Background: an optimization exercise with open tools, aiming at small area, a short achievable clock period and few clock cycles. Do not read the settings as production practice. In this exercise RTL edits were held to simulation tests only and were not proved equivalent to the original. Power figures rest on the tool's default switching activity, not on a simulated workload.

// cfc
module cfc (
    input  wire         clk,
    input  wire         rst,            
    input  wire         cmd_valid,
    output wire         cmd_ready,
    input  wire [7:0]   cmd_word,
    input  wire         cmd_fmt,        
    input  wire [31:0]  cmd_id,         
    input  wire         cmd_rtr,
    input  wire [3:0]   cmd_dlc,
    input  wire [3:0]   cmd_len,
    input  wire [63:0]  cmd_data,
    input  wire [7:0]   cmd_mode,       
    input  wire [103:0] cmd_image,      
    input  wire [7:0]   cmd_byte,       
    input  wire [31:0]  cmd_cls,        
    input  wire [7:0]   cmd_index,      
    output wire         rsp_valid,
    output wire [3:0]   rsp_result,
    output wire         rsp_frame_some,
    output wire         rsp_fmt,
    output wire [28:0]  rsp_id,
    output wire         rsp_rtr,
    output wire [3:0]   rsp_dlc,
    output reg  [63:0]  rsp_data,
    output wire [103:0] rsp_image,
    output reg  [12:0]  rsp_image_wr,
    output wire [11:0]  rsp_status,
    output wire [7:0]   rsp_mode,
    output wire         rsp_ecc_cap_some,
    output wire [7:0]   rsp_ecc_cap,
    output wire         rsp_alc_cap_some,
    output wire [7:0]   rsp_alc_cap,
    output wire [1:0]   rsp_ecc_errc,
    output wire         rsp_ecc_dir,
    output wire [4:0]   rsp_ecc_seg,
    output wire [4:0]   rsp_ecc_name,
    output wire [4:0]   rsp_alc_bitno,
    output wire [1:0]   rsp_alc_field,
    output wire [4:0]   rsp_alc_idbit,
    output wire [1:0]   rsp_cls,
    output wire [7:0]   rsp_byte,
    output wire         ev_valid,
    output reg  [1:0]   ev_kind,        
  ...
Settings: LEC_CHECK=0, CAP_MARGIN=20, CORE_MARGIN=2, CORE_UTILIZATION=40, SLEW_MARGIN=20; clock period 8.0 ns.
run.sh (not shown) runs the stock make flow with config.mk's settings and CLKGATE_MAP_FILE= SYNTH_SCRIPT=/design/flow/synth_recipe.tcl, a recipe that flattens the netlist after the stock synthesis.
The starting point produced a clean layout.
Testbench counts at the start, summed over its fixed seeds: cycles 93,800.
Then changed:
SETUP_SLACK_MARGIN = 4   (was unset)
Result: The changed run ran to the end with no violations. Wire length climbs by about 8%. Clock power went down by 7.2%. Count of clock-buffer cells in the layout does not change. Power rose by 5.1%.
Then changed:
SETUP_SLACK_MARGIN = 5   (was 4)
After rerunning: Sequential cell count is unchanged. Clock-buffer cell count does not change. Worst setup slack improved by 0.0099 ns.

---

cfc, a different RTL version from the one above (not shown whole).
For scale: about 2,100 cells after synthesis, about 220 flip-flops, roughly 620 I/O pins, roughly 15,000 sq um of cells after synthesis.
Design cfc, start of the top module:
module cfc (
    input  wire         clk,
    input  wire         rst,            
    input  wire         cmd_valid,
    output wire         cmd_ready,
    input  wire [7:0]   cmd_word,
    input  wire         cmd_fmt,        
    input  wire [31:0]  cmd_id,         
    input  wire         cmd_rtr,
    input  wire [3:0]   cmd_dlc,
    input  wire [3:0]   cmd_len,
    input  wire [63:0]  cmd_data,
    input  wire [7:0]   cmd_mode,       
    input  wire [103:0] cmd_image,      
    input  wire [7:0]   cmd_byte,       
    input  wire [31:0]  cmd_cls,        
    input  wire [7:0]   cmd_index,      
    output wire         rsp_valid,
    output wire [3:0]   rsp_result,
    output wire         rsp_frame_some,
    output wire         rsp_fmt,
    output wire [28:0]  rsp_id,
    output wire         rsp_rtr,
    output wire [3:0]   rsp_dlc,
    output reg  [63:0]  rsp_data,
    output wire [103:0] rsp_image,
    output reg  [12:0]  rsp_image_wr,
    output wire [11:0]  rsp_status,
    output wire [7:0]   rsp_mode,
    output wire         rsp_ecc_cap_some,
    output wire [7:0]   rsp_ecc_cap,
    output wire         rsp_alc_cap_some,
    output wire [7:0]   rsp_alc_cap,
    output wire [1:0]   rsp_ecc_errc,
    output wire         rsp_ecc_dir,
    output wire [4:0]   rsp_ecc_seg,
    output wire [4:0]   rsp_ecc_name,
    output wire [4:0]   rsp_alc_bitno,
    output wire [1:0]   rsp_alc_field,
    output wire [4:0]   rsp_alc_idbit,
    output wire [1:0]   rsp_cls,
    output wire [7:0]   rsp_byte,
    output wire         ev_valid,
    output reg  [1:0]   ev_kind,        
    output wire [11:0]  ev_status,
    output wire         ev_completed,
    output wire         cs,
    output wire         bus_req,
    output reg          bus_we,
    output reg  [6:0]   bus_addr,
    output reg  [7:0]   bus_wdata,
    input  wire         bus_ready,
    input  wire [7:0]   bus_rdata,
    input  wire         bus_noresp,
    output wire         reset_pulse
);
clock: 8.0 ns
lec_check: 0
abc_area: 1
cap_margin: 20
core_margin: 2
core_utilization: 40
place_density: 0.7
setup_slack_margin: 5
slew_margin: 20
standard.sh (not shown) runs the stock make flow with config.mk's settings and CLKGATE_MAP_FILE= SYNTH_SCRIPT=/design/flow/synth_recipe.tcl, a recipe that flattens the netlist after the stock synthesis.
==> flow/flow/run.sh <==
#!/bin/bash
# Layout flow: the standard flow (standard.sh, unchanged synthesis),
# with the port buffers made of sky130_fd_sc_hd__buf_2 cells.
set -o pipefail
export BUFFER_PORTS_ARGS="-buffer_cell sky130_fd_sc_hd__buf_2"
bash standard.sh > standard.log 2>&1
Testbench counts at the start, summed over its fixed seeds: cycles 93,800.
==> next run, changes <==
Settings changed: PLACE_DENSITY 0.7 to not set.
Effect: The new run passed the timing, design-rule and antenna checks. Clock-buffer cell count is higher by 12. Die area stays the same. Non-clock buffer count is higher by 18. Via count is higher by 0.74%. Total power is higher by 4.0%.
==> next run, changes <==
Settings changed: GPL_TIMING_DRIVEN set to 0.
Effect: The changed run ran to the end with no violations; non-clock buffer count climbs by 237; via count climbs by 8.2%; worst setup slack gets worse by 0.28 ns; area after synthesis stays the same; clock power drops by about 3%; routed wire length climbs by 11%; first-iteration DRC count climbs by 19%; clock skew barely changes.
==> next run, changes <==
Settings changed: CTS_BUF_LIST set to sky130_fd_sc_hd__clkbuf_4 sky130_fd_sc_hd__clkbuf_8, GPL_TIMING_DRIVEN 0 to not set.
The changed run passed the timing, design-rule and antenna checks.
Via count drops by 6.7%.
Total power goes down by about 5.4%.
Global-route usage is lower by 4.2 points.
Flip-flop and latch count does not change.
Wire length went down by 9.0%.
Combinational power falls by 15%.
Design area drops by about 6%.
Count of clock-buffer cells in the layout grows by 26.
Setup slack improves by 0.27 ns.
Synthesized cell count is unchanged.

## what the ideal ports hide
No port has a modelled driver above. Below, the same layouts with a new extraction and two added sets of constraints. Step 1 sets driving cells, clkbuf_16 on the clock port and buf_2 on the other inputs (assumed; they add their load-dependent delay and slew). Step 2 also shifts input and output timing later by t, the mid clock arrival at the registers, as if the neighbouring blocks saw the same clock. Three values: ideal ports, drivers, drivers and shift; two values: the first two.
run	t (ns)	slack for setup (ns)	worst register clock-pin slew, ns	cell pins on the clock port's net
the first run of note 1	0.508	1.951 / 1.889 / 2.397	0.09 / 0.09	1
the second run of note 1	0.524	3.635 / 3.571 / 3.541	0.09 / 0.09	1
the third run of note 1	0.513	3.645 / 3.588 / 4.006	0.09 / 0.09	1
the first run of note 2	0.599	4.980 / 4.927 / 4.422	0.07 / 0.07	1
the second run of note 2	0.613	5.016 / 4.960 / 4.431	0.07 / 0.07	1
the third run of note 2	0.602	4.737 / 4.682 / 4.411	0.07 / 0.07	1
the fourth run of note 2	0.621	5.002 / 4.952 / 4.417	0.07 / 0.07	1
After both steps every run listed still meets setup and hold.
